Background: an optimization exercise with open tools, aiming at small area, a short achievable clock period and few clock cycles. Do not read the settings as production practice.
No run shown here included a check of the RTL's function; only the layout flow was run.
Power and IR drop assume default switching activity.

==> flow/design.v <==
module pcwlc_core (
    input  wire        clk,
    input  wire        rst,
    input  wire        host_we,
    input  wire [2:0]  host_addr,
    input  wire [63:0] host_wdata,
    output wire [31:0] status,
    output wire [63:0] res,
    output wire [63:0] res2,
    output wire [31:0] erraddr,
    output reg         port_req,
    output reg         port_we,
    output reg  [1:0]  port_size,     
    output reg  [16:0] port_addr,
    output reg  [31:0] port_wdata,
    input  wire        port_ack,
    input  wire [1:0]  port_fail,     
    input  wire [31:0] port_rdata,
    input  wire [63:0] now
);
    localparam [2:0] C_OK      = 3'd0;
    localparam [2:0] C_NOTFND  = 3'd1;
    localparam [2:0] C_ALIGN   = 3'd2;
    localparam [2:0] C_RANGE   = 3'd3;
    localparam [2:0] C_UNSUP   = 3'd4;
    localparam [2:0] C_IOFAIL  = 3'd5;
    localparam [2:0] C_ILLEGAL = 3'd6;
    localparam [4:0] OP_CFG_READ   = 5'h01;
    localparam [4:0] OP_CFG_WRITE  = 5'h02;
    localparam [4:0] OP_FIND_STD   = 5'h03;
    localparam [4:0] OP_FIND_EXT   = 5'h04;
    localparam [4:0] OP_ENABLE     = 5'h05;
    localparam [4:0] OP_DISABLE    = 5'h06;
    localparam [4:0] OP_RETRAIN    = 5'h07;
    localparam [4:0] OP_SET_SPEED  = 5'h08;
    localparam [4:0] OP_READ_STAT  = 5'h09;
    localparam [4:0] OP_WAIT_TRAIN = 5'h0A;
    localparam [4:0] OP_HOT_RESET  = 5'h0B;
    localparam [4:0] OP_SET_BITS   = 5'h0C;
    localparam [4:0] S_IDLE  = 5'd0;
    localparam [4:0] S_FIN   = 5'd1;    
    localparam [4:0] S_CFGR  = 5'd2;
    localparam [4:0] S_CFGW  = 5'd3;
    localparam [4:0] S_ST    = 5'd4;    
    localparam [4:0] S_HT    = 5'd5;    
    localparam [4:0] S_PTR   = 5'd6;    
    localparam [4:0] S_ENT   = 5'd7;    
    localparam [4:0] S_EXT   = 5'd8;    
    localparam [4:0] S_RMWR  = 5'd9;    
    localparam [4:0] S_RMWW  = 5'd10;   
    localparam [4:0] S_CAP   = 5'd11;
    localparam [4:0] S_LC2R  = 5'd12;
    localparam [4:0] S_LC2W  = 5'd13;
    localparam [4:0] S_LS    = 5'd14;
    localparam [4:0] S_HRHT  = 5'd15;   
    localparam [4:0] S_POLL  = 5'd16;   
    localparam [4:0] S_SLEEP = 5'd17;
    localparam [7:0] PCIE_CAP_ID = 8'h10;
    reg [63:0] opa, opb;
    reg        busy, done, pf;
    reg [2:0]  code;
    reg [1:0]  iokind;
    reg        errv;        
    reg        resv;        
    reg        res1;        
    reg [63:0] res_q;       
    reg        dl_hi;       
    reg [2:0]  rs2c;        
    reg [4:0]  state;
    reg [4:0]  op;
    reg [1:0]  wc;
    reg        f;
    reg [15:0] imm;         
    reg        again;
    reg [11:0] cur;
    reg [8:0]  trip;        
    reg [63:0] lop;         
    reg [64:0] wake;
    assign status  = {22'd0, iokind & {2{done}}, 1'b0, code & {3{done}}, 1'b0, pf, done, busy};
    assign erraddr = {15'd0, port_addr & {17{errv & done}}};
    assign res     = (res_q & {64{resv}}) | {63'd0, res1};
    reg [15:0] res2_hi;
    always @(*) begin
        case (rs2c)
            3'd1:    res2_hi = 16'h4004;
            3'd2:    res2_hi = 16'h4014;
            3'd3:    res2_hi = 16'h4020;
            3'd4:    res2_hi = 16'h4030;
            3'd5:    res2_hi = 16'h4040;
            3'd6:    res2_hi = 16'h4050;
            default: res2_hi = 16'h0000;
        endcase
    end
    assign res2 = {res2_hi, 48'd0};
    wire [31:0] cw    = host_wdata[31:0];
    wire [4:0]  c_op  = cw[4:0];
    wire [1:0]  c_w   = cw[6:5];
    wire        c_f   = cw[7];
    wire        c_k   = cw[8];
    wire [15:0] c_imm = cw[31:16];
    wire        cmd_go = host_we && host_addr == 3'd0 && !busy;
    reg c_legal;
    always @(*) begin
        case (c_op)
            OP_CFG_READ, OP_CFG_WRITE: c_legal = (cw[15:7] == 9'd0);
            OP_FIND_STD:               c_legal = (cw[31:24] == 8'd0) && (cw[15:5] == 11'd0);
            OP_FIND_EXT:               c_legal = (cw[15:5] == 11'd0);
            OP_ENABLE, OP_DISABLE, OP_READ_STAT, OP_WAIT_TRAIN, OP_HOT_RESET:
                                       c_legal = (cw[31:5] == 27'd0);
            OP_RETRAIN:                c_legal = (cw[31:8] == 24'd0) && (c_w == 2'd0);
            OP_SET_SPEED:              c_legal = (cw[31:9] == 23'd0) && (c_w == 2'd0);
            OP_SET_BITS:               c_legal = (cw[15:8] == 8'd0) && (c_w == 2'd0);
            default:                   c_legal = 1'b0;
        endcase
    end
    wire c_misaligned = (c_w == 2'd1) ? c_imm[0] :
                        (c_w[1])      ? (c_imm[1:0] != 2'd0) : 1'b0;
    reg  c_out_of_range;
    always @(*) begin
        case (c_w)
            2'd0:    c_out_of_range = (opa[63:8]  != 56'd0);
            2'd1:    c_out_of_range = (opa[63:16] != 48'd0);
            2'd2:    c_out_of_range = (opa[63:32] != 32'd0);
            default: c_out_of_range = 1'b0;
        endcase
    end
    reg       speed_ok;
    reg [2:0] speed_code;
    always @(*) begin
        speed_ok   = 1'b1;
        speed_code = 3'd0;
        if (!c_k) begin
            if (opa[63:3] == 61'd0 && opa[2:0] != 3'd0 && opa[2:0] != 3'd7)
                speed_code = opa[2:0];
            else
                speed_ok = 1'b0;
        end else begin
            case (opa)
                64'h4004000000000000: speed_code = 3'd1;
                64'h4014000000000000: speed_code = 3'd2;
                64'h4020000000000000: speed_code = 3'd3;
                64'h4030000000000000: speed_code = 3'd4;
                64'h4040000000000000: speed_code = 3'd5;
                64'h4050000000000000: speed_code = 3'd6;
                default:              speed_ok   = 1'b0;
            endcase
        end
    end
    wire        ext_none  = (opa[63:9] == 55'd0) && (opa[8:0] < 9'h104);
    wire [12:0] cs_clamp  = (opa[63:12] != 52'd0) ? 13'd4096 : {1'b0, opa[11:0]};
    wire [12:0] cs_above  = cs_clamp - 13'd256;
    wire [8:0]  ext_trip1 = (cs_above[12:3] == 10'd0) ? 9'd0 : cs_above[11:3] - 9'd1;
    reg        c_req;
    reg [2:0]  c_code;
    reg        c_errv;
    reg [4:0]  c_state;
    reg [16:0] c_addr;
    reg [1:0]  c_size;
    always @(*) begin
        c_req   = 1'b0;
        c_code  = C_OK;
        c_errv  = 1'b0;
        c_state = S_FIN;
        c_addr  = 17'h006;
        c_size  = 2'd1;
        case (c_op)
            OP_CFG_READ, OP_CFG_WRITE: begin
                c_addr = {1'b0, c_imm};
                c_size = c_w[1] ? 2'd2 : c_w;
                if (c_misaligned) begin
                    c_code = C_ALIGN;
                    c_errv = 1'b1;
                end else if (c_op[1] && c_out_of_range) begin
                    c_code = C_RANGE;
                end else begin
                    c_req   = 1'b1;
                    c_state = c_op[1] ? S_CFGW : S_CFGR;
                end
            end
            OP_FIND_EXT: begin
                c_addr = 17'h100;
                c_size = 2'd2;
                if (ext_none) begin
                    c_code = C_NOTFND;
                end else begin
                    c_req   = 1'b1;
                    c_state = S_EXT;
                end
            end
            OP_HOT_RESET: begin
                c_addr  = 17'h00E;
                c_size  = 2'd0;
                c_req   = 1'b1;
                c_state = S_HRHT;
            end
            default: begin    
                if (c_op == OP_SET_SPEED && !speed_ok) begin
                    c_code = C_RANGE;
                end else begin
                    c_req   = 1'b1;
                    c_state = S_ST;
                end
            end
        endcase
        if (!c_legal) begin
            c_req   = 1'b0;
            c_code  = C_ILLEGAL;
            c_errv  = 1'b0;
            c_state = S_FIN;
        end
    end
    wire [63:0] add_b = busy ? lop : opa;
    wire [64:0] nsum  = {1'b0, now} + {1'b0, add_b};
    wire        past_wake = ({1'b0, now} >= wake);
    wire        past_dl   = ({1'b0, now} >= {dl_hi, res_q});
    wire        lop_zero  = (lop == 64'd0);
    wire        ack  = port_req && port_ack;
    wire        okk  = (port_fail == 2'd0);
    wire [31:0] rd   = port_rdata;
    wire is_std   = (op == OP_FIND_STD);
    wire is_rs    = (op == OP_READ_STAT);
    wire is_lsop  = (op == OP_READ_STAT) || (op == OP_WAIT_TRAIN);
    wire is_cap   = (op == OP_SET_SPEED) && !again;
    wire [7:0] walk_id = is_std ? imm[7:0] : PCIE_CAP_ID;
    reg [15:0] rmw_set, rmw_clr;
    always @(*) begin
        rmw_set = 16'd0;
        rmw_clr = 16'd0;
        case (op)
            OP_ENABLE:    rmw_clr = 16'h0010;
            OP_DISABLE:   rmw_set = 16'h0010;
            OP_RETRAIN:   if (again) rmw_clr = 16'h0020; else rmw_set = 16'h0020;
            OP_SET_SPEED: rmw_set = 16'h0020;
            OP_HOT_RESET: if (again) rmw_clr = 16'h0040; else rmw_set = 16'h0040;
            OP_SET_BITS:  if (f) rmw_set = imm; else rmw_clr = imm;
            default:      ;
        endcase
    end
    wire [7:0] base_off = is_lsop ? 8'h12 : is_cap ? 8'h02 : 8'h10;
    wire [8:0] base_adr = {1'b0, cur[7:0]} + {1'b0, base_off};
    wire [4:0] base_st  = is_lsop ? S_LS : is_cap ? S_CAP : S_RMWR;
    wire [15:0] ls       = rd[15:0];
    wire [3:0]  ls_sc    = ls[3:0];
    wire        ls_known = (ls_sc >= 4'd1) && (ls_sc <= 4'd6);
    wire [31:0] ls_res   = {ls, 3'd0, ls[13], ls[11], ls[9:4], ls_known, ls_sc};
    wire [12:0] cs_m4    = lop[12:0] - 13'd4;
    wire        cs_big   = (lop[63:13] != 51'd0) || (cs_m4[12]);
    wire [11:0] nx       = rd[31:20];
    wire        cs_over  = !cs_big && (nx > cs_m4[11:0]);
    wire [16:0] addr_p4  = port_addr + 17'd4;
    wire [16:0] addr_lc2 = port_addr + 17'h2E;    
    wire ent_ff    = (rd[7:0] == 8'hFF);
    wire ent_match = (rd[7:0] == walk_id);
    wire ent_next  = (trip != 9'd0) && (rd[15:14] != 2'd0);
    wire ext_dead  = (rd == 32'h00000000) || (rd == 32'hFFFFFFFF);
    wire ext_match = (rd[15:0] == imm);
    wire ext_bad   = (nx[11:8] == 4'd0) || (nx == cur) || (trip == 9'd0) || cs_over;
    wire ext_mis   = (nx[1:0] != 2'd0);
    wire cfg_more  = (wc == 2'd3) && !again;
    reg       cont;
    reg [2:0] a_code;
    reg       a_errv;
    reg       a_resv;
    reg [4:0] a_state;
    always @(*) begin
        cont    = 1'b0;
        a_code  = C_OK;
        a_errv  = 1'b0;
        a_resv  = 1'b0;
        a_state = state;
        case (state)
            S_CFGR: begin
                cont   = cfg_more;
                a_resv = 1'b1;
            end
            S_CFGW: cont = cfg_more;
            S_ST: begin
                cont    = rd[4];
                a_code  = C_NOTFND;
                a_state = S_HT;
            end
            S_HT: begin
                cont    = (rd[6:1] == 6'd0) || (rd[6:0] == 7'd2);
                a_code  = C_NOTFND;
                a_state = S_PTR;
            end
            S_PTR: begin
                cont    = (rd[7:6] != 2'd0);
                a_code  = C_NOTFND;
                a_state = S_ENT;
            end
            S_ENT: begin
                if (!ent_ff && ent_match) begin
                    cont    = !is_std && !cur[0];
                    a_code  = is_std ? C_OK : C_ALIGN;
                    a_errv  = !is_std;
                    a_resv  = is_std;
                    a_state = base_st;
                end else begin
                    cont    = !ent_ff && ent_next;
                    a_code  = C_NOTFND;
                end
            end
            S_EXT: begin
                if (ext_dead) begin
                    a_code = C_NOTFND;
                end else if (ext_match) begin
                    a_resv = 1'b1;
                end else if (ext_bad) begin
                    a_code = C_NOTFND;
                end else begin
                    cont   = !ext_mis;
                    a_code = C_ALIGN;
                    a_errv = 1'b1;
                end
            end
            S_RMWR: begin
                cont    = 1'b1;
                a_state = S_RMWW;
            end
            S_RMWW: begin
                cont    = ((op == OP_RETRAIN && f) || op == OP_HOT_RESET) && !again;
                a_state = S_RMWR;
            end
            S_CAP: begin
                cont    = (rd[3:1] != 3'd0);
                a_code  = C_UNSUP;
                a_state = S_LC2R;
            end
            S_LC2R: begin
                cont    = 1'b1;
                a_state = S_LC2W;
            end
            S_LC2W: begin
                cont    = f;
                a_state = S_ST;
            end
            S_LS: begin
                a_resv  = is_rs;
            end
            S_HRHT: begin
                cont    = (rd[6:0] == 7'd1);
                a_code  = C_UNSUP;
                a_state = S_RMWR;
            end
            default: ;
        endcase
    end
    wire poll  = (state == S_LS) && !is_rs && ls[11];
    wire hsleep = (state == S_RMWW) && (op == OP_HOT_RESET) && !again && !lop_zero;
    always @(posedge clk) begin
        if (rst) begin
            opa      <= 64'd0;
            opb      <= 64'd0;
            busy     <= 1'b0;
            done     <= 1'b0;
            pf       <= 1'b0;
            resv     <= 1'b0;
            res1     <= 1'b0;
            rs2c     <= 3'd0;
            errv     <= 1'b0;
            state    <= S_IDLE;
            port_req <= 1'b0;
        end else begin
            if (host_we && host_addr == 3'd2) opa <= host_wdata;
            if (host_we && host_addr == 3'd3) opb <= host_wdata;
            if (host_we && host_addr == 3'd0 && busy) pf <= 1'b1;
            if (cmd_go) begin
                busy     <= 1'b1;
                done     <= 1'b0;
                resv     <= 1'b0;
                res1     <= 1'b0;
                rs2c     <= 3'd0;
                errv     <= c_errv;
                code     <= c_code;
                iokind   <= 2'd0;
                port_req <= c_req;
                state    <= c_state;
            end else if (state == S_FIN) begin
                busy  <= 1'b0;
                done  <= 1'b1;
                state <= S_IDLE;
            end else if (state == S_POLL) begin
                if (past_dl) begin
                    code  <= C_OK;
                    busy  <= 1'b0;
                    done  <= 1'b1;
                    state <= S_IDLE;
                end else if (past_wake) begin
                    port_req <= 1'b1;
                    state    <= S_ST;
                end else begin
                    state <= S_SLEEP;
                end
            end else if (state == S_SLEEP) begin
                if (past_wake) begin
                    port_req <= 1'b1;
                    state    <= (op == OP_HOT_RESET) ? S_RMWR : S_ST;
                end
            end else if (ack) begin
                if (!okk) begin
                    port_req <= 1'b0;
                    code     <= C_IOFAIL;
                    iokind   <= port_fail;
                    errv     <= 1'b1;
                    busy     <= 1'b0;
                    done     <= 1'b1;
                    state    <= S_IDLE;
                end else if (poll) begin
                    port_req <= 1'b0;
                    state    <= S_POLL;
                end else if (hsleep) begin
                    port_req <= 1'b0;
                    state    <= S_SLEEP;
                end else begin
                    port_req <= cont;
                    busy     <= cont;
                    done     <= !cont;
                    code     <= a_code;
                    errv     <= a_errv && !cont;
                    resv     <= a_resv && !cont;
                    res1     <= (state == S_LS) && !is_rs && !cont;
                    state    <= cont ? a_state : S_IDLE;
                    if (state == S_LS && is_rs)
                        rs2c <= ls_known ? ls_sc[2:0] : 3'd0;
                end
            end
        end
    end
    always @(posedge clk) begin
        if (cmd_go) begin
            op    <= c_op;
            wc    <= c_w;
            f     <= c_f;
            imm   <= (c_op == OP_SET_SPEED) ? {13'd0, speed_code} : c_imm;
            lop   <= (c_op == OP_WAIT_TRAIN) ? opb : opa;
            again <= 1'b0;
            cur   <= 12'h100;
            trip  <= ext_trip1;
            res_q <= nsum[63:0];
            dl_hi <= nsum[64];
            port_we    <= (c_op == OP_CFG_WRITE);
            port_wdata <= opa[31:0];
            port_addr  <= c_addr;
            port_size  <= c_size;
        end else if ((state == S_POLL || state == S_SLEEP) && past_wake) begin
            port_we   <= 1'b0;
            port_size <= 2'd1;
            port_addr <= (op == OP_HOT_RESET) ? 17'h03E : 17'h006;
        end else if (ack && okk) begin
            case (state)
                S_CFGR: begin
                    again     <= 1'b1;
                    port_addr <= addr_p4;
                    if (!again) res_q[31:0] <= rd;
                    if (wc == 2'd3) begin
                        if (again) res_q[63:32] <= rd;
                    end else begin
                        res_q[63:32] <= 32'd0;
                        res_q[31:0]  <= (wc == 2'd0) ? {24'd0, rd[7:0]} :
                                        (wc == 2'd1) ? {16'd0, rd[15:0]} : rd;
                    end
                end
                S_CFGW: begin
                    again      <= 1'b1;
                    port_addr  <= addr_p4;
                    port_wdata <= lop[63:32];
                end
                S_ST: begin
                    port_addr <= 17'h00E;
                    port_size <= 2'd0;
                end
                S_HT: begin
                    port_addr <= rd[1] ? 17'h014 : 17'h034;
                end
                S_PTR: begin
                    cur       <= {4'd0, rd[7:0]};
                    trip      <= 9'd47;
                    port_addr <= {9'd0, rd[7:2], 2'b00};
                    port_size <= 2'd1;
                end
                S_ENT: begin
                    cur       <= {4'd0, rd[15:8]};
                    trip      <= trip - 9'd1;
                    port_addr <= ent_match ? {8'd0, base_adr} : {9'd0, rd[15:10], 2'b00};
                    if (is_std) res_q[7:0] <= cur[7:0];
                    if (is_std) res_q[63:8] <= 56'd0;
                end
                S_EXT: begin
                    cur       <= nx;
                    trip      <= trip - 9'd1;
                    port_addr <= {5'd0, nx};
                    res_q     <= {52'd0, cur};
                end
                S_RMWR: begin
                    port_we    <= 1'b1;
                    port_wdata <= {16'd0, (rd[15:0] | rmw_set) & ~rmw_clr};
                end
                S_RMWW: begin
                    again   <= 1'b1;
                    port_we <= 1'b0;
                    wake    <= nsum;
                end
                S_CAP: begin
                    port_addr <= addr_lc2;
                end
                S_LC2R: begin
                    port_we    <= 1'b1;
                    port_wdata <= {16'd0, rd[15:4], 1'b0, imm[2:0]};
                end
                S_LC2W: begin
                    again     <= 1'b1;
                    port_we   <= 1'b0;
                    port_addr <= 17'h006;
                end
                S_LS: begin
                    wake <= nsum;
                    if (is_rs) res_q <= {32'd0, ls_res};
                end
                S_HRHT: begin
                    port_addr <= 17'h03E;
                    port_size <= 2'd1;
                end
                default: ;
            endcase
        end
    end
endmodule
==> flow/run.sh <==
#!/bin/bash
# synth_recipe.tcl (not shown) runs the flow's synth.tcl, then flattens the netlist and writes it again
# the make line also repeats each setting of config.mk as NAME=value (left out here)
make -C /OpenROAD-flow-scripts/flow DESIGN_CONFIG=/design/flow/config.mk WORK_HOME=/design/flow/orfs CLKGATE_MAP_FILE= SYNTH_SCRIPT=/design/flow/synth_recipe.tcl finish
==> flow/config.mk <==
export PLATFORM = sky130hd
export DESIGN_NAME = pcwlc_core
export DESIGN_NICKNAME = pcwlc_core
export VERILOG_FILES = /design/flow/design.v
export SDC_FILE = /design/flow/constraint.sdc
export NUM_CORES = 4
export LEC_CHECK = 0
export CAP_MARGIN = 20
export CORE_MARGIN = 2
export CORE_UTILIZATION = 40
export SETUP_SLACK_MARGIN = 5
export SLEW_MARGIN = 20
==> flow/constraint.sdc <==
create_clock -name core_clock -period 8.0 [get_ports {clk}]
set_input_delay 1.6000 -clock core_clock [delete_from_list [all_inputs] [get_ports {clk}]]
set_output_delay 1.6000 -clock core_clock [all_outputs]
set_load 0.01 [all_outputs]
==> impl_metrics.xml, run 1 <==
<?xml version="1.0" encoding="UTF-8"?>
<metrics>
  <group name="outcome">
    <metric name="status" unit="">no timing/DRC/antenna violations</metric>
  </group>
  <group name="yosys">
    <metric name="synth_edf_count" unit="">284</metric>
    <metric name="synth.lib_cells_used.distinct" unit="">90</metric>
    <metric name="synth.ff_latch_count" unit="">440</metric>
    <metric name="ys_warn_count" unit="">1</metric>
    <metric name="yosys_top_cell_area_share" unit="%">27.1</metric>
    <metric name="yosys-top-cells-area" unit="">sky130_fd_sc_hd__edfxtp_1, sky130_fd_sc_hd__dfxtp_1, sky130_fd_sc_hd__ha_1</metric>
    <metric name="synth_cells" unit="">3621</metric>
    <metric name="post_synthesis_instance_area" unit="um^2">31400</metric>
    <metric name="async_flop_share" unit="%">0</metric>
    <metric name="synth-seq-area-share" unit="%">37.1</metric>
    <metric name="yosys.area.top_type" unit="">sky130_fd_sc_hd__edfxtp_1</metric>
    <metric name="synth-main-ff-cell" unit="">sky130_fd_sc_hd__edfxtp_1</metric>
    <metric name="synth.avg_cell_area" unit="um^2">8.68</metric>
  </group>
  <group name="routing">
    <metric name="average_via_count_per_standard_cell" unit="">6.10</metric>
    <metric name="post_detailed_route_drc_marker_count" unit="">0</metric>
    <metric name="number_of_optimization_iterations_in_the_first_detailed_route_pass" unit="">8</metric>
    <metric name="via_count" unit="">32400</metric>
    <metric name="drt-total-wl" unit="mm">150</metric>
    <metric name="ant_nets" unit="">0</metric>
    <metric name="drt_iter0_drc" unit="">3946</metric>
    <metric name="drt-wirelength-per-cell" unit="um">28.3</metric>
  </group>
  <group name="global_route">
    <metric name="first_global_vias" unit="">30300</metric>
    <metric name="grt_max_degree" unit="">76</metric>
    <metric name="grt_overflow_total" unit="">0</metric>
    <metric name="busiest_layer" unit="">met2</metric>
    <metric name="global_route.usage.met3" unit="%">9.07</metric>
    <metric name="grt_util_all_layers" unit="%">35.2</metric>
    <metric name="met2_usage" unit="%">52.3</metric>
    <metric name="globalRouteMet1Util" unit="%">45.7</metric>
    <metric name="antenna_found_initial" unit="">9</metric>
    <metric name="grt_pass1_wl" unit="mm">211</metric>
  </group>
  <group name="finish">
    <metric name="flow.area_growth_from_synthesis" unit="%">46.7</metric>
    <metric name="finish.net_count" unit="">4612</metric>
    <metric name="drive_gt1_share" unit="%">35.2</metric>
    <metric name="final_cell_mix" unit="">sky130_fd_sc_hd__nand2_1, sky130_fd_sc_hd__edfxtp_1, sky130_fd_sc_hd__a21oi_1</metric>
    <metric name="layout_commonest_cell" unit="">sky130_fd_sc_hd__nand2_1</metric>
  </group>
  <group name="worst_hold_path">
    <metric name="worst_hold_startpoint" unit="">opb[4]</metric>
    <metric name="hold_depth" unit="">2</metric>
    <metric name="worst_hold_path.endpoint" unit="">opb[4]</metric>
    <metric name="hold_path.class" unit="">reg -&gt; reg</metric>
  </group>
  <group name="floorplan">
    <metric name="total_die_area" unit="um^2">80800</metric>
    <metric name="floorplan.die.width" unit="um">284</metric>
    <metric name="start_util" unit="%">40.5</metric>
    <metric name="num_rows" unit="">102</metric>
    <metric name="boundaryPins" unit="">414</metric>
    <metric name="floorplan.die.height" unit="um">284</metric>
    <metric name="area_of_the_placeable_core" unit="um^2">77600</metric>
  </group>
  <group name="timing">
    <metric name="worst_slew_pin_slew" unit="ns">1.38</metric>
    <metric name="final.hold.worst_slack" unit="ns">0.452</metric>
    <metric name="post-route-period-util" unit="%">50.1</metric>
    <metric name="setup_viol" unit="">0</metric>
    <metric name="finalHoldViolations" unit="">0</metric>
    <metric name="period_minus_slack" unit="ns">4.01</metric>
    <metric name="report.final.slew_viol_count" unit="">0</metric>
    <metric name="fin_worst_skew" unit="ns">0.0588</metric>
    <metric name="setup_repair_after_global_routing_missed_its_margin" unit="">true</metric>
    <metric name="timing.fmax" unit="MHz">250</metric>
    <metric name="setup_total_negative_slack" unit="ns">0</metric>
    <metric name="worst_slew_margin_rel" unit="%">7.09</metric>
  </group>
  <group name="critical_path">
    <metric name="r2r_setup_slack" unit="ns">4.06</metric>
    <metric name="reg2reg_depth" unit="">15</metric>
    <metric name="endpoint_kind_of_the_worst_setup_timing_path" unit="">flop</metric>
    <metric name="timing_worst_setup_path_type" unit="">in -&gt; reg</metric>
    <metric name="critical_path.max_fanout" unit="">8</metric>
    <metric name="timing.critical_path.from" unit="">now[12]</metric>
    <metric name="critical_path.reg2reg.endpoint" unit="">res_q[34]</metric>
    <metric name="worst_ep_required_time" unit="ns">8.32</metric>
    <metric name="crit_path_start_kind" unit="">input pin</metric>
    <metric name="critPathArrivalTime" unit="ns">4.33</metric>
    <metric name="worst_r2r_startpoint" unit="">busy</metric>
  </group>
  <group name="clocking">
    <metric name="cts_max_path_buffers" unit="">3</metric>
    <metric name="clkSinkCount" unit="">440</metric>
    <metric name="clkLatencyLatePin" unit="ns">0.66</metric>
    <metric name="cts.hold.buffers_added" unit="">0</metric>
    <metric name="tritoncts_clock_tree" unit="">yes</metric>
    <metric name="cts-htree-levels" unit="">2</metric>
    <metric name="root_buffer" unit="">sky130_fd_sc_hd__clkbuf_16</metric>
    <metric name="path_clk_slew" unit="ns">0.06</metric>
    <metric name="cts_made_buffers" unit="">51</metric>
  </group>
  <group name="pwr">
    <metric name="power_per_cell_area" unit="nW/um^2">147</metric>
    <metric name="power_leakage" unit="nW">18.5</metric>
    <metric name="power.ir.vdd_worst" unit="mV">0.146</metric>
  </group>
  <group name="run">
    <metric name="drv.max_cap_violation_count" unit="">0</metric>
  </group>
  <group name="placement">
    <metric name="portBuffers" unit="">315</metric>
    <metric name="place.detailed.hpwl" unit="mm">96.2</metric>
    <metric name="finalWeightedCongestion" unit="">1.02</metric>
  </group>
</metrics>
registers in the layout, indices dropped and copies added (netlist names), 5 cells and up:
register and cells:
cur 12, imm 16, lop 64, op 5, opa 64, opb 64, port_addr 17, port_wdata 32
res_q 64, state 5, trip 9, wake 65
metal layers:
| layer | vias up | wire length [um] |
|---|---|---|
| met1 | 15500 | 57800 |
| met2 | 2095 | 64200 |
| met4 | 4 | 10800 |
| met3 | 519 | 17200 |
| met5 | - | 26 |
| li1 | 14200 | - |
power by group:
part	leakage (nW)	internal (mW)	switching, mW
combinational	13.9	0.693	0.990
clock	0.884	1.48	1.06
sequential	3.80	2.48	0.0475
total	18.5	4.66	2.10
final cells by class:
type / count / area [um^2]
diodes: 4 / 10.0
clock buffers: 67 / 1490
clock inverters: 27 / 342
fillers: 6644 / 31500
inverters: 181 / 717
multi-input cells: 2780 / 22200
flip-flops and latches: 440 / 11700
well taps: 1040 / 1300
repair buffers: 768 / 8290
repair inverters: 3 / 25.0
cell usage after synthesis, drive strengths merged, types with 31 or more instances:
| cell type | n |
|---|---|
| nand2 | 533 |
| a21oi | 334 |
| edfxtp | 284 |
| ha | 217 |
| nor2 | 201 |
| clkbuf | 192 |
| inv | 180 |
| dfxtp | 156 |
| mux2 | 140 |
| o21ai | 139 |
| buf | 126 |
| and2 | 102 |
| nand3 | 91 |
| nand4 | 67 |
| a21o | 64 |
| nor4 | 64 |
| nor3 | 62 |
| xor2 | 58 |
| xnor2 | 56 |
| and3 | 47 |
| a31oi | 31 |
worst max-delay path, stage by stage:
cell and delay, ns:
sky130_fd_sc_hd__buf_8 0.10, sky130_fd_sc_hd__ha_4 0.20, sky130_fd_sc_hd__nand4_1 0.19, sky130_fd_sc_hd__a2111oi_4 0.10, sky130_fd_sc_hd__a2111oi_4 0.37, sky130_fd_sc_hd__o221ai_4 0.21, sky130_fd_sc_hd__o311ai_4 0.30, sky130_fd_sc_hd__nand3_4 0.12
sky130_fd_sc_hd__a21oi_4 0.17, sky130_fd_sc_hd__buf_12 0.15, sky130_fd_sc_hd__nand2_8 0.05, sky130_fd_sc_hd__nor4_4 0.25, sky130_fd_sc_hd__buf_6 0.15, sky130_fd_sc_hd__buf_12 0.16, sky130_fd_sc_hd__buf_16 0.17
timing repair:
action                                  in CTS  in global routing
resized for setup                         1417                527
cloned                                      35                  5
endpoints found under the setup margin     720                514
buffers inserted                           276                 93
pin swaps                                  233                159
cell families (layout without fill, tap and decap cells):
logic type | after synthesis | after routing | share of synthesized area (%)
xor gates and xnor gates | 114 | 114 | 3.18
AOI/OAI and AO/OA | 888 | 888 | 18.3
adders and majority gates | 218 | 218 | 8.71
muxes | 166 | 166 | 5.85
buffers and inverters | 499 | 1046 | 7.20
other | 1 | 102 | 0.0119
and+or+nand+nor | 1295 | 1296 | 19.7
DFF | 440 | 440 | 37.1
per-stage QoR:
step                power [mW]  cells  util, %  setup WS, ns  instance area, um^2
floorplan                 3.37   3718        -          2.08                33100
global placement          3.81   4803     46.6          1.81                36200
detailed placement        3.81   4803     46.6          1.75                36200
CTS                       6.57   5208     56.0          4.08                43500
global route              6.93   5309     59.4          3.96                46100
finish                    6.76   5310     59.4          3.99                46100
how the worst max path moves through the flow:
stage / end / slack (ns) / depth (start not counted)
6_report: wake[4] / 3.99 / 15
5_1_grt: wake[4] / 3.96 / 15
4_1_cts: wake[2] / 4.08 / 15
3_5_place_dp: wake[52] / 1.75 / 12
3_3_place_gp: wake[8] / 1.81 / 12
2_1_floorplan: wake[0] / 2.08 / 10
==> run 2: changes to the inputs <==
--- a/flow/config.mk
+++ b/flow/config.mk
@@ -8,5 +8,5 @@
 export CAP_MARGIN = 20
 export CORE_MARGIN = 2
 export CORE_UTILIZATION = 40
-export SETUP_SLACK_MARGIN = 5
+export SETUP_SLACK_MARGIN = 4.5
 export SLEW_MARGIN = 20
==> impl_metrics.xml, run 2 <==
<?xml version="1.0" encoding="UTF-8"?>
<metrics>
  <group name="pwr">
    <metric name="power.switching_fraction" unit="%">31.3</metric>
    <metric name="internal-power" unit="mW">4.56</metric>
    <metric name="power_switching" unit="mW">2.08</metric>
    <metric name="power_leakage" unit="nW">17.5</metric>
    <metric name="power.ir.vdd_worst" unit="mV">0.166</metric>
    <metric name="share_clk_of_total_power" unit="%">37.6</metric>
    <metric name="pwr-share-comb" unit="%">24.3</metric>
    <metric name="power_per_cell_area" unit="nW/um^2">151</metric>
    <metric name="power_frac_seq" unit="%">38.1</metric>
  </group>
  <group name="yosys">
    <metric name="async_flop_share" unit="%">0</metric>
    <metric name="synth-compound-area-share" unit="%">18.3</metric>
    <metric name="synth.avg_cell_area" unit="um^2">8.68</metric>
    <metric name="synth.top_cells.by_count" unit="">sky130_fd_sc_hd__nand2_1, sky130_fd_sc_hd__a21oi_1, sky130_fd_sc_hd__edfxtp_1</metric>
    <metric name="yosys.cell_count.top_type" unit="">sky130_fd_sc_hd__nand2_1</metric>
    <metric name="yosys-top-cells-area" unit="">sky130_fd_sc_hd__edfxtp_1, sky130_fd_sc_hd__dfxtp_1, sky130_fd_sc_hd__ha_1</metric>
    <metric name="yosys.area.top_type" unit="">sky130_fd_sc_hd__edfxtp_1</metric>
    <metric name="synth_edf_count" unit="">284</metric>
    <metric name="synth-seq-area-share" unit="%">37.1</metric>
    <metric name="synth_top_family_by_area" unit="">simple AND/OR/NAND/NOR gates</metric>
    <metric name="post_synthesis_instance_area" unit="um^2">31400</metric>
    <metric name="synth_adder_area_share" unit="%">8.71</metric>
    <metric name="synth_xor_area_share" unit="%">3.18</metric>
    <metric name="synth_cells" unit="">3621</metric>
    <metric name="ys_warn_count" unit="">1</metric>
    <metric name="synth.lib_cells_used.distinct" unit="">90</metric>
    <metric name="synth-main-ff-cell" unit="">sky130_fd_sc_hd__edfxtp_1</metric>
    <metric name="synth_mux_area_share" unit="%">5.85</metric>
    <metric name="synth_simple_gate_area_share" unit="%">19.7</metric>
    <metric name="yosys_top_cell_area_share" unit="%">27.1</metric>
    <metric name="synth.ff_latch_count" unit="">440</metric>
  </group>
  <group name="finish">
    <metric name="register_area" unit="um^2">11700</metric>
    <metric name="largest_register" unit="">wake</metric>
    <metric name="layout_commonest_cell" unit="">sky130_fd_sc_hd__nand2_1</metric>
    <metric name="flow.area_growth_from_synthesis" unit="%">40.3</metric>
    <metric name="final.fill_count" unit="">6883</metric>
    <metric name="finish.net_count" unit="">4526</metric>
    <metric name="multi_input_comb_area" unit="um^2">21800</metric>
    <metric name="drive_gt1_share" unit="%">28.3</metric>
    <metric name="stdcell_count" unit="">5223</metric>
    <metric name="final_cell_mix" unit="">sky130_fd_sc_hd__nand2_1, sky130_fd_sc_hd__edfxtp_1, sky130_fd_sc_hd__a21oi_1</metric>
    <metric name="final_util" unit="%">56.8</metric>
    <metric name="largest_reg_flops" unit="">65</metric>
  </group>
  <group name="placement">
    <metric name="finalWeightedCongestion" unit="">0.979</metric>
    <metric name="pre_cts_ws" unit="ns">1.45</metric>
    <metric name="portBuffers" unit="">315</metric>
    <metric name="placed_cells" unit="">4814</metric>
    <metric name="place.detailed.hpwl" unit="mm">98.0</metric>
  </group>
  <group name="run">
    <metric name="drv.max_cap_violation_count" unit="">0</metric>
  </group>
  <group name="routing">
    <metric name="average_via_count_per_standard_cell" unit="">6.04</metric>
    <metric name="drt-wirelength-per-cell" unit="um">27.7</metric>
    <metric name="post_detailed_route_drc_marker_count" unit="">0</metric>
    <metric name="number_of_optimization_iterations_in_the_first_detailed_route_pass" unit="">7</metric>
    <metric name="drt-total-wl" unit="mm">145</metric>
    <metric name="via_count" unit="">31600</metric>
    <metric name="drt_iter0_drc" unit="">4005</metric>
    <metric name="ant_nets" unit="">0</metric>
  </group>
  <group name="critical_path">
    <metric name="endpoint_kind_of_the_worst_setup_timing_path" unit="">flop</metric>
    <metric name="worst_ep_required_time" unit="ns">8.34</metric>
    <metric name="timing_worst_setup_path_type" unit="">in -&gt; reg</metric>
    <metric name="critPathArrivalTime" unit="ns">4.51</metric>
    <metric name="crit_path_start_kind" unit="">input pin</metric>
    <metric name="critical_path.max_fanout" unit="">8</metric>
  </group>
  <group name="clocking">
    <metric name="cts_made_buffers" unit="">51</metric>
    <metric name="clkSinkCount" unit="">440</metric>
    <metric name="path_clk_slew" unit="ns">0.06</metric>
    <metric name="root_buffer" unit="">sky130_fd_sc_hd__clkbuf_16</metric>
    <metric name="cts-htree-levels" unit="">2</metric>
    <metric name="cts_max_path_buffers" unit="">3</metric>
    <metric name="clkLatencyLatePin" unit="ns">0.65</metric>
    <metric name="tritoncts_clock_tree" unit="">yes</metric>
  </group>
  <group name="timing">
    <metric name="fin_worst_skew" unit="ns">0.0412</metric>
    <metric name="report.final.slew_viol_count" unit="">0</metric>
    <metric name="post-route-period-util" unit="%">52.0</metric>
    <metric name="worst_slew_pin_slew" unit="ns">1.14</metric>
    <metric name="finalHoldViolations" unit="">0</metric>
    <metric name="setup_repair_after_global_routing_missed_its_margin" unit="">true</metric>
    <metric name="timing.fmax" unit="MHz">240</metric>
    <metric name="setup_slack" unit="ns">3.84</metric>
    <metric name="period_minus_slack" unit="ns">4.16</metric>
    <metric name="setup_total_negative_slack" unit="ns">0</metric>
    <metric name="worst_slew_margin_rel" unit="%">24.3</metric>
    <metric name="setup_viol" unit="">0</metric>
  </group>
  <group name="global_route">
    <metric name="grt_pass1_wl" unit="mm">204</metric>
    <metric name="grt_max_degree" unit="">76</metric>
    <metric name="first_global_vias" unit="">29300</metric>
    <metric name="antenna_found_initial" unit="">8</metric>
    <metric name="grt_util_all_layers" unit="%">34.1</metric>
    <metric name="grt_overflow_total" unit="">0</metric>
  </group>
  <group name="floorplan">
    <metric name="boundaryPins" unit="">414</metric>
    <metric name="floorplan.die.width" unit="um">284</metric>
    <metric name="start_util" unit="%">40.5</metric>
    <metric name="area_of_the_placeable_core" unit="um^2">77600</metric>
    <metric name="num_rows" unit="">102</metric>
    <metric name="floorplan.die.height" unit="um">284</metric>
    <metric name="total_die_area" unit="um^2">80800</metric>
  </group>
  <group name="outcome">
    <metric name="status" unit="">no timing/DRC/antenna violations</metric>
  </group>
  <group name="worst_hold_path">
    <metric name="hold_path.class" unit="">reg -&gt; reg</metric>
  </group>
</metrics>
run 2: timing repair:
item | 4_1_cts | 5_1_grt
pin swaps | 206 | 154
endpoints found under the setup margin | 641 | 369
gates cloned | 26 | 0
hold buffers | 0 | 0
gates resized for setup | 905 | 330
buffers inserted | 196 | 90
run 2: final timing paths:
check,cells after the start,slack [ns],endpoint,startpoint
worst min-delay path,2,0.45,opb[31],opb[31]
worst max register to register,14,4.03,state[3],lop[6]
worst min register to register,2,0.45,opb[31],opb[31]
worst max-delay path,16,3.84,wake[39],now[27]
run 2: layout make-up:
cell class	count	area share (%)
Sequential cell	440	26.5
Inverter	181	1.61
Multi-Input combinational cell	2783	49.5
Tap cell	1040	2.95
Antenna cell	2	0.0114
Timing Repair Buffer	680	15.5
Clock inverter	36	0.875
Clock buffer	59	3.08
Timing Repair inverter	2	0.0369
run 2: cell families (layout without fill, tap and decap cells):
| logic type | after synthesis | after routing |
|---|---|---|
| other | 1 | 100 |
| and+or+nand+nor | 1295 | 1298 |
| DFF | 440 | 440 |
| muxes | 166 | 166 |
| AOI/OAI and AO/OA | 888 | 889 |
| adders and majority gates | 218 | 218 |
| xor gates and xnor gates | 114 | 114 |
| buffers and inverters | 499 | 958 |
run 2: worst max-delay path, stage by stage:
cell,delay [ns]
sky130_fd_sc_hd__clkdlybuf4s15_2,0.24
sky130_fd_sc_hd__ha_1,0.31
sky130_fd_sc_hd__nand4_1,0.14
sky130_fd_sc_hd__nor3_1,0.10
sky130_fd_sc_hd__a221oi_2,0.26
sky130_fd_sc_hd__o21ai_2,0.13
sky130_fd_sc_hd__a22oi_2,0.31
sky130_fd_sc_hd__nand3_2,0.21
sky130_fd_sc_hd__a21oi_4,0.25
sky130_fd_sc_hd__buf_12,0.15
sky130_fd_sc_hd__nand2_8,0.06
sky130_fd_sc_hd__nor4_4,0.15
sky130_fd_sc_hd__buf_6,0.15
sky130_fd_sc_hd__buf_12,0.14
sky130_fd_sc_hd__buf_12,0.14
sky130_fd_sc_hd__buf_16,0.14
run 2: power groups by stage:
stage	clock, mW	sequential [mW]	combinational (mW)
floorplan	0	2.56	0.803
CTS	2.50	2.53	1.44
global placement	0	2.58	1.23
global route	2.60	2.53	1.69
finish	2.50	2.53	1.61
detailed placement	0	2.58	1.23
run 2: routing by layer:
metal,track usage [%],up-vias,part of all wire (%),routed length [um]
li1,-,14100,-,-
met4,22.2,10,7.6,10900
met2,51.7,1897,43,62900
met1,44.0,15100,39,56100
met3,7.41,466,10,14700
met5,0,-,0.042,61
run 2: metrics by stage:
step | hold slack (ns) | power (mW) | cell area (um^2)
2_1_floorplan | 0.434 | 3.36 | 32900
3_3_place_gp | 0.440 | 3.81 | 36100
5_1_grt | 0.468 | 6.82 | 44100
6_report | 0.452 | 6.64 | 44100
3_5_place_dp | 0.444 | 3.81 | 36100
4_1_cts | 0.452 | 6.48 | 42500
==> run 3: changes to the inputs <==
--- a/flow/design.v
+++ b/flow/design.v
@@ -12,7 +12,7 @@
     output reg         port_we,
     output reg  [1:0]  port_size,     
     output reg  [16:0] port_addr,
-    output reg  [31:0] port_wdata,
+    output wire [31:0] port_wdata,
     input  wire        port_ack,
     input  wire [1:0]  port_fail,     
     input  wire [31:0] port_rdata,
@@ -64,7 +64,7 @@
     reg        resv;        
     reg        res1;        
     reg [63:0] res_q;       
-    reg        dl_hi;       
+    reg        dl_hi_n;     
     reg [2:0]  rs2c;        
     reg [4:0]  state;
     reg [4:0]  op;
@@ -75,7 +75,8 @@
     reg [11:0] cur;
     reg [8:0]  trip;        
     reg [63:0] lop;         
-    reg [64:0] wake;
+    reg [64:0] wake_n;      
+    assign port_wdata = res_q[31:0];
     assign status  = {22'd0, iokind & {2{done}}, 1'b0, code & {3{done}}, 1'b0, pf, done, busy};
     assign erraddr = {15'd0, port_addr & {17{errv & done}}};
     assign res     = (res_q & {64{resv}}) | {63'd0, res1};
@@ -209,10 +210,61 @@
             c_state = S_FIN;
         end
     end
-    wire [63:0] add_b = busy ? lop : opa;
-    wire [64:0] nsum  = {1'b0, now} + {1'b0, add_b};
-    wire        past_wake = ({1'b0, now} >= wake);
-    wire        past_dl   = ({1'b0, now} >= {dl_hi, res_q});
+    reg  [64:0] add_b;
+    reg         add_c;
+    always @(*) begin
+        if (!busy) begin
+            add_b = {1'b0, opa};
+            add_c = 1'b0;
+        end else if (state == S_POLL) begin
+            add_b = {dl_hi_n, res_q};
+            add_c = 1'b1;
+        end else if (state == S_SLEEP) begin
+            add_b = wake_n;
+            add_c = 1'b1;
+        end else begin
+            add_b = {1'b0, lop};
+            add_c = 1'b0;
+        end
+    end
+    localparam integer AW = 66;
+    localparam integer AL = 7;                  
+    wire [AW-1:0] ad_a = {2'b0, now};
+    wire [AW-1:0] ad_b = {1'b0, add_b};
+    wire [AW-1:0] ad_p = ad_a ^ ad_b;
+    wire [AW-1:0] ad_g = (ad_a & ad_b) | {{(AW-1){1'b0}}, ad_p[0] & add_c};
+    wire [AW-1:0] bk_g [0:2*AL];
+    wire [AW-1:0] bk_p [0:2*AL];
+    assign bk_g[0] = ad_g;
+    assign bk_p[0] = ad_p;
+    genvar bl, bi;
+    generate
+        for (bl = 0; bl < AL; bl = bl + 1) begin : g_up
+            for (bi = 0; bi < AW; bi = bi + 1) begin : g_bit
+                if (((bi + 1) % (2 << bl)) == 0) begin : g_node
+                    assign bk_g[bl+1][bi] = bk_g[bl][bi] | (bk_p[bl][bi] & bk_g[bl][bi-(1<<bl)]);
+                    assign bk_p[bl+1][bi] = bk_p[bl][bi] & bk_p[bl][bi-(1<<bl)];
+                end else begin : g_copy
+                    assign bk_g[bl+1][bi] = bk_g[bl][bi];
+                    assign bk_p[bl+1][bi] = bk_p[bl][bi];
+                end
+            end
+        end
+        for (bl = AL - 1; bl >= 0; bl = bl - 1) begin : g_dn
+            for (bi = 0; bi < AW; bi = bi + 1) begin : g_bit
+                if (((bi + 1) % (2 << bl)) == (1 << bl) && (bi + 1) > (2 << bl)) begin : g_node
+                    assign bk_g[2*AL-bl][bi] = bk_g[2*AL-bl-1][bi] | (bk_p[2*AL-bl-1][bi] & bk_g[2*AL-bl-1][bi-(1<<bl)]);
+                    assign bk_p[2*AL-bl][bi] = bk_p[2*AL-bl-1][bi];
+                end else begin : g_copy
+                    assign bk_g[2*AL-bl][bi] = bk_g[2*AL-bl-1][bi];
+                    assign bk_p[2*AL-bl][bi] = bk_p[2*AL-bl-1][bi];
+                end
+            end
+        end
+    endgenerate
+    wire [AW-1:0] ad_cy = bk_g[2*AL];           
+    wire [65:0]   nsum  = ad_p ^ {ad_cy[AW-2:0], add_c};
+    wire        past      = nsum[65];
     wire        lop_zero  = (lop == 64'd0);
     wire        ack  = port_req && port_ack;
     wire        okk  = (port_fail == 2'd0);
@@ -381,19 +433,19 @@
                 done  <= 1'b1;
                 state <= S_IDLE;
             end else if (state == S_POLL) begin
-                if (past_dl) begin
+                if (past) begin
                     code  <= C_OK;
                     busy  <= 1'b0;
                     done  <= 1'b1;
                     state <= S_IDLE;
-                end else if (past_wake) begin
+                end else if (lop_zero) begin
                     port_req <= 1'b1;
                     state    <= S_ST;
                 end else begin
                     state <= S_SLEEP;
                 end
             end else if (state == S_SLEEP) begin
-                if (past_wake) begin
+                if (past) begin
                     port_req <= 1'b1;
                     state    <= (op == OP_HOT_RESET) ? S_RMWR : S_ST;
                 end
@@ -437,13 +489,13 @@
             again <= 1'b0;
             cur   <= 12'h100;
             trip  <= ext_trip1;
-            res_q <= nsum[63:0];
-            dl_hi <= nsum[64];
+            res_q[63:32] <= ~nsum[63:32];
+            res_q[31:0]  <= (c_op == OP_CFG_WRITE) ? opa[31:0] : ~nsum[31:0];
+            dl_hi_n      <= ~nsum[64];
             port_we    <= (c_op == OP_CFG_WRITE);
-            port_wdata <= opa[31:0];
             port_addr  <= c_addr;
             port_size  <= c_size;
-        end else if ((state == S_POLL || state == S_SLEEP) && past_wake) begin
+        end else if ((state == S_POLL && !past && lop_zero) || (state == S_SLEEP && past)) begin
             port_we   <= 1'b0;
             port_size <= 2'd1;
             port_addr <= (op == OP_HOT_RESET) ? 17'h03E : 17'h006;
@@ -464,7 +516,7 @@
                 S_CFGW: begin
                     again      <= 1'b1;
                     port_addr  <= addr_p4;
-                    port_wdata <= lop[63:32];
+                    res_q[31:0] <= lop[63:32];
                 end
                 S_ST: begin
                     port_addr <= 17'h00E;
@@ -494,19 +546,19 @@
                 end
                 S_RMWR: begin
                     port_we    <= 1'b1;
-                    port_wdata <= {16'd0, (rd[15:0] | rmw_set) & ~rmw_clr};
+                    res_q[31:0] <= {16'd0, (rd[15:0] | rmw_set) & ~rmw_clr};
                 end
                 S_RMWW: begin
                     again   <= 1'b1;
                     port_we <= 1'b0;
-                    wake    <= nsum;
+                    wake_n  <= ~nsum[64:0];
                 end
                 S_CAP: begin
                     port_addr <= addr_lc2;
                 end
                 S_LC2R: begin
                     port_we    <= 1'b1;
-                    port_wdata <= {16'd0, rd[15:4], 1'b0, imm[2:0]};
+                    res_q[31:0] <= {16'd0, rd[15:4], 1'b0, imm[2:0]};
                 end
                 S_LC2W: begin
                     again     <= 1'b1;
@@ -514,7 +566,7 @@
                     port_addr <= 17'h006;
                 end
                 S_LS: begin
-                    wake <= nsum;
+                    wake_n <= ~nsum[64:0];
                     if (is_rs) res_q <= {32'd0, ls_res};
                 end
                 S_HRHT: begin
--- a/flow/config.mk
+++ b/flow/config.mk
@@ -8,5 +8,5 @@
 export CAP_MARGIN = 20
 export CORE_MARGIN = 2
 export CORE_UTILIZATION = 40
-export SETUP_SLACK_MARGIN = 4.5
+export SETUP_SLACK_MARGIN = 4
 export SLEW_MARGIN = 20
==> impl_metrics.xml, run 3 <==
<?xml version="1.0" encoding="UTF-8"?>
<metrics>
  <group name="outcome">
    <metric name="status" unit="">no timing/DRC/antenna violations</metric>
  </group>
  <group name="floorplan">
    <metric name="start_util" unit="%">40.4</metric>
    <metric name="area_of_the_placeable_core" unit="um^2">67200</metric>
    <metric name="boundaryPins" unit="">414</metric>
    <metric name="num_rows" unit="">95</metric>
    <metric name="floorplan.die.height" unit="um">265</metric>
    <metric name="floorplan.die.width" unit="um">265</metric>
    <metric name="total_die_area" unit="um^2">70000</metric>
  </group>
  <group name="critical_path">
    <metric name="critPathArrivalTime" unit="ns">6.22</metric>
    <metric name="crit_path_start_kind" unit="">input pin</metric>
    <metric name="timing_worst_setup_path_type" unit="">in -&gt; reg</metric>
    <metric name="worst_ep_required_time" unit="ns">8.34</metric>
    <metric name="endpoint_kind_of_the_worst_setup_timing_path" unit="">flop</metric>
    <metric name="critical_path.max_fanout" unit="">8</metric>
  </group>
  <group name="yosys">
    <metric name="synth-seq-area-share" unit="%">39.4</metric>
    <metric name="synth.ff_latch_count" unit="">408</metric>
    <metric name="synth.avg_cell_area" unit="um^2">9.02</metric>
    <metric name="yosys.cell_count.top_type" unit="">sky130_fd_sc_hd__nand2_1</metric>
    <metric name="synth-main-ff-cell" unit="">sky130_fd_sc_hd__edfxtp_1</metric>
    <metric name="ys_warn_count" unit="">1</metric>
    <metric name="async_flop_share" unit="%">0</metric>
    <metric name="synth.top_cells.by_count" unit="">sky130_fd_sc_hd__nand2_1, sky130_fd_sc_hd__edfxtp_1, sky130_fd_sc_hd__a21oi_1</metric>
    <metric name="synth.lib_cells_used.distinct" unit="">86</metric>
    <metric name="yosys_top_cell_area_share" unit="%">27.9</metric>
    <metric name="post_synthesis_instance_area" unit="um^2">27200</metric>
    <metric name="synth_edf_count" unit="">252</metric>
    <metric name="yosys.area.top_type" unit="">sky130_fd_sc_hd__edfxtp_1</metric>
    <metric name="yosys-top-cells-area" unit="">sky130_fd_sc_hd__edfxtp_1, sky130_fd_sc_hd__dfxtp_1, sky130_fd_sc_hd__nand2_1</metric>
    <metric name="synth_cells" unit="">3010</metric>
  </group>
  <group name="timing">
    <metric name="setup_total_negative_slack" unit="ns">0</metric>
    <metric name="setup_viol" unit="">0</metric>
    <metric name="setup_repair_after_global_routing_missed_its_margin" unit="">true</metric>
    <metric name="fin_worst_skew" unit="ns">0.0467</metric>
    <metric name="finalHoldViolations" unit="">0</metric>
    <metric name="timing.fmax" unit="MHz">170</metric>
    <metric name="report.final.slew_viol_count" unit="">0</metric>
    <metric name="worst_slew_pin_slew" unit="ns">1.16</metric>
    <metric name="post-route-period-util" unit="%">73.5</metric>
    <metric name="period_minus_slack" unit="ns">5.88</metric>
    <metric name="worst_slew_margin_rel" unit="%">22.5</metric>
  </group>
  <group name="pwr">
    <metric name="power_leakage" unit="nW">13.0</metric>
    <metric name="power.ir.vdd_worst" unit="mV">0.167</metric>
    <metric name="power_per_cell_area" unit="nW/um^2">185</metric>
  </group>
  <group name="routing">
    <metric name="drt-wirelength-per-cell" unit="um">27.8</metric>
    <metric name="post_detailed_route_drc_marker_count" unit="">0</metric>
    <metric name="ant_nets" unit="">0</metric>
    <metric name="drt_iter0_drc" unit="">2781</metric>
    <metric name="number_of_optimization_iterations_in_the_first_detailed_route_pass" unit="">8</metric>
    <metric name="drt-total-wl" unit="mm">117</metric>
    <metric name="via_count" unit="">25500</metric>
    <metric name="average_via_count_per_standard_cell" unit="">6.05</metric>
  </group>
  <group name="clocking">
    <metric name="cts-htree-levels" unit="">2</metric>
    <metric name="root_buffer" unit="">sky130_fd_sc_hd__clkbuf_16</metric>
    <metric name="cts_max_path_buffers" unit="">3</metric>
    <metric name="tritoncts_clock_tree" unit="">yes</metric>
    <metric name="clkSinkCount" unit="">408</metric>
    <metric name="clkLatencyLatePin" unit="ns">0.62</metric>
    <metric name="cts.hold.buffers_added" unit="">0</metric>
    <metric name="path_clk_slew" unit="ns">0.06</metric>
    <metric name="cts_made_buffers" unit="">48</metric>
  </group>
  <group name="global_route">
    <metric name="antenna_found_initial" unit="">9</metric>
    <metric name="grt_max_degree" unit="">113</metric>
    <metric name="global_route.usage.met3" unit="%">5.64</metric>
    <metric name="grt_pass1_wl" unit="mm">167</metric>
    <metric name="busiest_layer" unit="">met2</metric>
    <metric name="first_global_vias" unit="">24800</metric>
    <metric name="grt_util_all_layers" unit="%">32.1</metric>
    <metric name="grt_overflow_total" unit="">0</metric>
    <metric name="met2_usage" unit="%">51.8</metric>
    <metric name="globalRouteMet1Util" unit="%">41.5</metric>
  </group>
  <group name="placement">
    <metric name="portBuffers" unit="">315</metric>
    <metric name="place.detailed.hpwl" unit="mm">80.3</metric>
    <metric name="detailed_place.area" unit="um^2">30500</metric>
    <metric name="placed_cells" unit="">4000</metric>
    <metric name="finalWeightedCongestion" unit="">0.961</metric>
  </group>
  <group name="finish">
    <metric name="final.fill_count" unit="">6022</metric>
    <metric name="final_cell_mix" unit="">sky130_fd_sc_hd__nand2_1, sky130_fd_sc_hd__clkdlybuf4s50_1, sky130_fd_sc_hd__edfxtp_1</metric>
    <metric name="largest_reg_flops" unit="">65</metric>
    <metric name="largest_register" unit="">wake_n</metric>
    <metric name="stdcell_count" unit="">4218</metric>
    <metric name="layout_commonest_cell" unit="">sky130_fd_sc_hd__nand2_1</metric>
    <metric name="finish.net_count" unit="">3594</metric>
    <metric name="post-route-cell-area" unit="um^2">35000</metric>
    <metric name="drive_gt1_share" unit="%">18.4</metric>
    <metric name="flow.area_growth_from_synthesis" unit="%">28.8</metric>
  </group>
  <group name="worst_hold_path">
    <metric name="hold_path.class" unit="">reg -&gt; reg</metric>
  </group>
  <group name="run">
    <metric name="drv.max_cap_violation_count" unit="">0</metric>
  </group>
</metrics>
-- run 3: worst paths after layout --
kind | from | depth (start not counted) | slack [ns] | endpoint
max | now[9] | 24 | 2.12 | res_q[48]
min | opb[47] | 2 | 0.45 | opb[47]
max reg2reg | state[2] | 30 | 2.13 | res_q[48]
min reg2reg | opb[47] | 2 | 0.45 | opb[47]
-- run 3: repair_timing --
| item | in CTS | in global routing |
|---|---|---|
| setup endpoints to repair | 432 | 361 |
| pin swaps | 68 | 61 |
| resized for setup | 244 | 136 |
| gates cloned | 22 | 4 |
| setup buffers | 78 | 23 |
-- run 3: power by group --
part	switching [mW]	internal, mW
combinational	1.06	0.780
clock	0.967	1.26
sequential	0.0767	2.33
-- run 3: through the flow --
step                      hold WS (ns)  utilization (%)  worst slack [ns]  power [mW]
after global placement           0.440             45.4             0.767        3.88
after floorplan                  0.434                -              1.96        3.40
after global routing             0.470             52.1              2.04        6.69
after CTS                        0.454             50.9              2.20        6.31
final                            0.452             52.1              2.12        6.48
after detailed placement         0.445             45.4             0.711        3.90
-- run 3: layer usage --
metal | up-vias | part of all wire, %
li1 | 11200 | -
met1 | 12400 | 38
met2 | 1523 | 46
met3 | 382 | 9.8
met4 | 0 | 5.9
met5 | - | 0
-- run 3: logic make-up after synthesis --
| logic type | Yosys count | synth area share, % |
|---|---|---|
| xor gates and xnor gates | 98 | 3.16 |
| DFF | 408 | 39.4 |
| muxes | 217 | 8.59 |
| buffers and inverters | 432 | 8.03 |
| other | 1 | 0.0138 |
| AOI/OAI and AO/OA | 693 | 16.2 |
| adders and majority gates | 121 | 6.49 |
| and+or+nand+nor | 1040 | 18.2 |
-- run 3: worst max-delay path, stage by stage --
cell	delay [ns]
sky130_fd_sc_hd__clkdlybuf4s50_1	0.45
sky130_fd_sc_hd__ha_4	0.34
sky130_fd_sc_hd__nand4_1	0.16
sky130_fd_sc_hd__nor2_1	0.16
sky130_fd_sc_hd__o211ai_1	0.10
sky130_fd_sc_hd__buf_4	0.17
sky130_fd_sc_hd__a21oi_4	0.15
sky130_fd_sc_hd__o211ai_1	0.09
sky130_fd_sc_hd__buf_4	0.16
sky130_fd_sc_hd__o31a_1	0.33
sky130_fd_sc_hd__o21ai_2	0.25
sky130_fd_sc_hd__a2111oi_4	0.13
sky130_fd_sc_hd__o31ai_2	0.28
sky130_fd_sc_hd__ha_2	0.32
sky130_fd_sc_hd__buf_6	0.13
sky130_fd_sc_hd__inv_4	0.03
sky130_fd_sc_hd__nand4b_1	0.09
sky130_fd_sc_hd__a21o_4	0.16
sky130_fd_sc_hd__nand2_4	0.05
sky130_fd_sc_hd__or4_4	0.46
sky130_fd_sc_hd__o21ai_4	0.20
sky130_fd_sc_hd__buf_12	0.15
sky130_fd_sc_hd__buf_12	0.10
sky130_fd_sc_hd__buf_16	0.13
-- run 3: area by class of cell --
| class | count | area (um^2) | area share (%) |
|---|---|---|---|
| clock buffer | 59 | 1260 | 3.61 |
| tap | 873 | 1090 | 3.12 |
| clock inverter | 31 | 313 | 0.894 |
| multi-input combinational | 2268 | 15900 | 45.5 |
| sequential | 408 | 10700 | 30.6 |
| timing repair buffer | 485 | 5330 | 15.2 |
| inverter | 93 | 367 | 1.05 |
| antenna | 1 | 2.50 | 0.00715 |
==> run 4: changes to the inputs <==
--- a/flow/config.mk
+++ b/flow/config.mk
@@ -8,5 +8,5 @@
 export CAP_MARGIN = 20
 export CORE_MARGIN = 2
 export CORE_UTILIZATION = 40
-export SETUP_SLACK_MARGIN = 4
+export SETUP_SLACK_MARGIN = 3
 export SLEW_MARGIN = 20
==> impl_metrics.xml, run 4 <==
<?xml version="1.0" encoding="UTF-8"?>
<metrics>
  <group name="critical_path">
    <metric name="critical-path-max-stage-delay" unit="ns">0.47</metric>
    <metric name="worst_r2r_startpoint" unit="">state[3]</metric>
    <metric name="worst_path_max_delay_cell" unit="">sky130_fd_sc_hd__or4_4</metric>
    <metric name="timing_worst_setup_path_type" unit="">in -&gt; reg</metric>
    <metric name="critical_path.max_fanout" unit="">8</metric>
    <metric name="reg2reg_depth" unit="">28</metric>
    <metric name="path_depth" unit="">24</metric>
    <metric name="cp_cell_instances" unit="">buf_8, fa_2, fa_2, a211oi_2, o21bai_1, o211ai_1, buf_4, a21oi_4, o211ai_1, o31a_1, buf_6, o21ai_4, a2111oi_4, o31ai_1, buf_4, ha_4, nand2_2, a21o_1, nand2_2, or4_4, buf_6, o21ai_4, buf_12, clkbuf_16</metric>
    <metric name="crit_path_end" unit="">res_q[11]</metric>
    <metric name="r2r_setup_slack" unit="ns">2.02</metric>
    <metric name="endpoint_kind_of_the_worst_setup_timing_path" unit="">flop</metric>
    <metric name="critPathArrivalTime" unit="ns">6.32</metric>
    <metric name="cp_num_buf_inv" unit="">7</metric>
    <metric name="critPathTopFamily" unit="">compound AO/OA/AOI/OAI gates</metric>
    <metric name="critical_path.reg2reg.endpoint" unit="">res_q[11]</metric>
    <metric name="worst_ep_required_time" unit="ns">8.31</metric>
    <metric name="crit_path_start_kind" unit="">input pin</metric>
    <metric name="timing.critical_path.from" unit="">now[0]</metric>
  </group>
  <group name="yosys">
    <metric name="synth_edf_count" unit="">252</metric>
    <metric name="async_flop_share" unit="%">0</metric>
    <metric name="synth.lib_cells_used.distinct" unit="">86</metric>
    <metric name="synth.avg_cell_area" unit="um^2">9.02</metric>
    <metric name="synth.ff_latch_count" unit="">408</metric>
    <metric name="yosys.cell_count.top_type" unit="">sky130_fd_sc_hd__nand2_1</metric>
    <metric name="post_synthesis_instance_area" unit="um^2">27200</metric>
    <metric name="yosys.area.top_type" unit="">sky130_fd_sc_hd__edfxtp_1</metric>
    <metric name="yosys_top_cell_area_share" unit="%">27.9</metric>
    <metric name="ys_warn_count" unit="">1</metric>
    <metric name="yosys-top-cells-area" unit="">sky130_fd_sc_hd__edfxtp_1, sky130_fd_sc_hd__dfxtp_1, sky130_fd_sc_hd__nand2_1</metric>
    <metric name="synth-seq-area-share" unit="%">39.4</metric>
    <metric name="synth-main-ff-cell" unit="">sky130_fd_sc_hd__edfxtp_1</metric>
    <metric name="synth_cells" unit="">3010</metric>
    <metric name="synth.top_cells.by_count" unit="">sky130_fd_sc_hd__nand2_1, sky130_fd_sc_hd__edfxtp_1, sky130_fd_sc_hd__a21oi_1</metric>
  </group>
  <group name="clocking">
    <metric name="tritoncts_clock_tree" unit="">yes</metric>
    <metric name="cts_max_path_buffers" unit="">3</metric>
    <metric name="cts_made_buffers" unit="">46</metric>
    <metric name="path_clk_slew" unit="ns">0.06</metric>
    <metric name="cts.hold.buffers_added" unit="">0</metric>
    <metric name="clkSinkCount" unit="">408</metric>
    <metric name="clkLatencyLatePin" unit="ns">0.61</metric>
    <metric name="root_buffer" unit="">sky130_fd_sc_hd__clkbuf_16</metric>
    <metric name="cts-htree-levels" unit="">2</metric>
  </group>
  <group name="finish">
    <metric name="drive_gt1_share" unit="%">15.1</metric>
    <metric name="largest_register" unit="">wake_n</metric>
    <metric name="post-route-cell-area" unit="um^2">34100</metric>
    <metric name="antenna_cells" unit="">0</metric>
    <metric name="flow.area_growth_from_synthesis" unit="%">25.7</metric>
    <metric name="largest_reg_flops" unit="">65</metric>
    <metric name="final_cell_mix" unit="">sky130_fd_sc_hd__nand2_1, sky130_fd_sc_hd__clkdlybuf4s50_1, sky130_fd_sc_hd__edfxtp_1</metric>
    <metric name="layout_commonest_cell" unit="">sky130_fd_sc_hd__nand2_1</metric>
    <metric name="finish.net_count" unit="">3574</metric>
    <metric name="stdcell_count" unit="">4194</metric>
  </group>
  <group name="floorplan">
    <metric name="floorplan.die.width" unit="um">265</metric>
    <metric name="area_of_the_placeable_core" unit="um^2">67200</metric>
    <metric name="total_die_area" unit="um^2">70000</metric>
    <metric name="start_util" unit="%">40.4</metric>
    <metric name="floorplan.die.height" unit="um">265</metric>
    <metric name="num_rows" unit="">95</metric>
    <metric name="boundaryPins" unit="">414</metric>
  </group>
  <group name="placement">
    <metric name="pre_cts_ws" unit="ns">0.622</metric>
    <metric name="detailed_place.area" unit="um^2">30500</metric>
    <metric name="portBuffers" unit="">315</metric>
    <metric name="finalWeightedCongestion" unit="">0.995</metric>
    <metric name="placed_cells" unit="">4005</metric>
    <metric name="place.detailed.hpwl" unit="mm">81.2</metric>
  </group>
  <group name="timing">
    <metric name="setup_slack" unit="ns">1.99</metric>
    <metric name="timing.fmax" unit="MHz">166</metric>
    <metric name="setup_total_negative_slack" unit="ns">0</metric>
    <metric name="setup_viol" unit="">0</metric>
    <metric name="worst_slew_pin_slew" unit="ns">1.22</metric>
    <metric name="post-route-period-util" unit="%">75.2</metric>
    <metric name="report.final.slew_viol_count" unit="">0</metric>
    <metric name="period_minus_slack" unit="ns">6.01</metric>
    <metric name="setup_repair_after_global_routing_missed_its_margin" unit="">true</metric>
    <metric name="worst_slew_margin_rel" unit="%">17.8</metric>
    <metric name="fin_worst_skew" unit="ns">0.0403</metric>
    <metric name="finalHoldViolations" unit="">0</metric>
    <metric name="final.hold.worst_slack" unit="ns">0.453</metric>
  </group>
  <group name="worst_hold_path">
    <metric name="hold_path.class" unit="">reg -&gt; reg</metric>
  </group>
  <group name="global_route">
    <metric name="grt_pass1_wl" unit="mm">166</metric>
    <metric name="grt_max_degree" unit="">99</metric>
    <metric name="grt_util_all_layers" unit="%">32.1</metric>
    <metric name="first_global_vias" unit="">24200</metric>
    <metric name="antenna_found_initial" unit="">11</metric>
    <metric name="grt_overflow_total" unit="">0</metric>
  </group>
  <group name="routing">
    <metric name="number_of_optimization_iterations_in_the_first_detailed_route_pass" unit="">12</metric>
    <metric name="ant_nets" unit="">0</metric>
    <metric name="drt-total-wl" unit="mm">117</metric>
    <metric name="drt_iter0_drc" unit="">3106</metric>
    <metric name="drt-wirelength-per-cell" unit="um">27.8</metric>
    <metric name="via_count" unit="">25400</metric>
    <metric name="average_via_count_per_standard_cell" unit="">6.05</metric>
    <metric name="post_detailed_route_drc_marker_count" unit="">0</metric>
  </group>
  <group name="pwr">
    <metric name="power.ir.vdd_worst" unit="mV">0.147</metric>
    <metric name="power_leakage" unit="nW">12.8</metric>
    <metric name="power_per_cell_area" unit="nW/um^2">185</metric>
  </group>
  <group name="run">
    <metric name="drv.max_cap_violation_count" unit="">0</metric>
  </group>
  <group name="outcome">
    <metric name="status" unit="">no timing/DRC/antenna violations</metric>
  </group>
</metrics>
run 4: repair_timing:
action                                  4_1_cts  5_1_grt
endpoints found under the setup margin      264      242
gates cloned                                 21        4
gates resized for setup                     168       62
setup buffers                                59       20
pin swaps                                    48       48
run 4: final cells by class:
type / count / area, um^2
well taps: 873 / 1090
clock buffers: 65 / 1370
fillers: 6163 / 33000
inverters: 93 / 354
multi-input cells: 2270 / 15400
clock inverters: 20 / 189
flip-flops and latches: 408 / 10700
repair buffers: 465 / 5060
run 4: worst min path at each step:
| stage | start | to | slack [ns] | cells after the start |
|---|---|---|---|---|
| finish | opb[39] | opb[39] | 0.45 | 2 |
| global route | opb[32] | opb[32] | 0.47 | 2 |
| CTS | opb[6] | opb[6] | 0.45 | 2 |
| floorplan | opb[0] | opb[0] | 0.43 | 2 |
| global placement | opb[27] | opb[27] | 0.44 | 2 |
| detailed placement | opb[6] | opb[6] | 0.44 | 2 |
run 4: cell families (layout without fill, tap and decap cells):
family	count (synthesis)	after routing	share of synthesized area, %
buffers and inverters	432	643	8.03
AO/OA/AOI/OAI	693	694	16.2
AND/OR/NAND/NOR	1040	1042	18.2
multiplexers	217	217	8.59
XOR/XNOR	98	98	3.16
adder cells (fa/ha/maj)	121	121	6.49
other	1	98	0.0138
flip-flops	408	408	39.4
run 4: per-stage QoR:
| stage | util, % | power, mW |
|---|---|---|
| global route | 50.8 | 6.51 |
| CTS | 50.0 | 6.19 |
| floorplan | - | 3.40 |
| global placement | 45.4 | 3.88 |
| detailed placement | 45.4 | 3.90 |
| finish | 50.8 | 6.30 |
run 4: report_power, final:
part	total, mW	switching, mW	internal, mW
clock	2.21	0.945	1.26
combinational	1.69	1.00	0.685
sequential	2.40	0.0732	2.33
run 4: worst register-to-register path, delay by kind of cell (launching register included):
kind,cells,cell delay [ns]
AOI/OAI and AO/OA,12,2.06
adders and majority gates,3,1.03
buffers and inverters,6,1.02
and+or+nand+nor,6,1.00
DFF,1,0.33
muxes,1,0.27
run 4: routing by layer:
metal  global-route usage (%)  share of wire (%)
met5                    0.347              0.034
met4                     15.9                5.9
met3                     5.87                9.5
met2                     51.3                 46
met1                     41.7                 39

==> afterwards: timing with drivers on the ports <==
In the flow no input, the clock included, has a driving cell. The finished layouts below were timed again as built, in two steps. Step 1, drivers: a clkbuf_16 drives clk and a buf_2 each remaining input, both assumed. Step 2, shift: input delay + t, output delay - t, t = (earliest + latest rising clock arrival at the registers) / 2. This alone moves slack from input paths to output paths. a / b / c = ideal / step 1 / step 2; a / b = the first two.
run	t, ns	setup slack, ns	worst setup path at the end	clock arrival spread, ns
run 1	0.703	3.992 / 4.011 / 3.309	input to register	0.062 / 0.061
run 2	0.693	3.838 / 3.847 / 3.154	input to register	0.041 / 0.042
run 3	0.660	2.119 / 2.129 / 1.488	input to register	0.047 / 0.046
run 4	0.655	1.985 / 2.006 / 1.351	input to register	0.041 / 0.040
After both steps setup and hold are still met in every run listed. For run 2, which loses most, drivers alone change the setup slack by +0.009 ns; drivers and shift together by -0.684 ns.
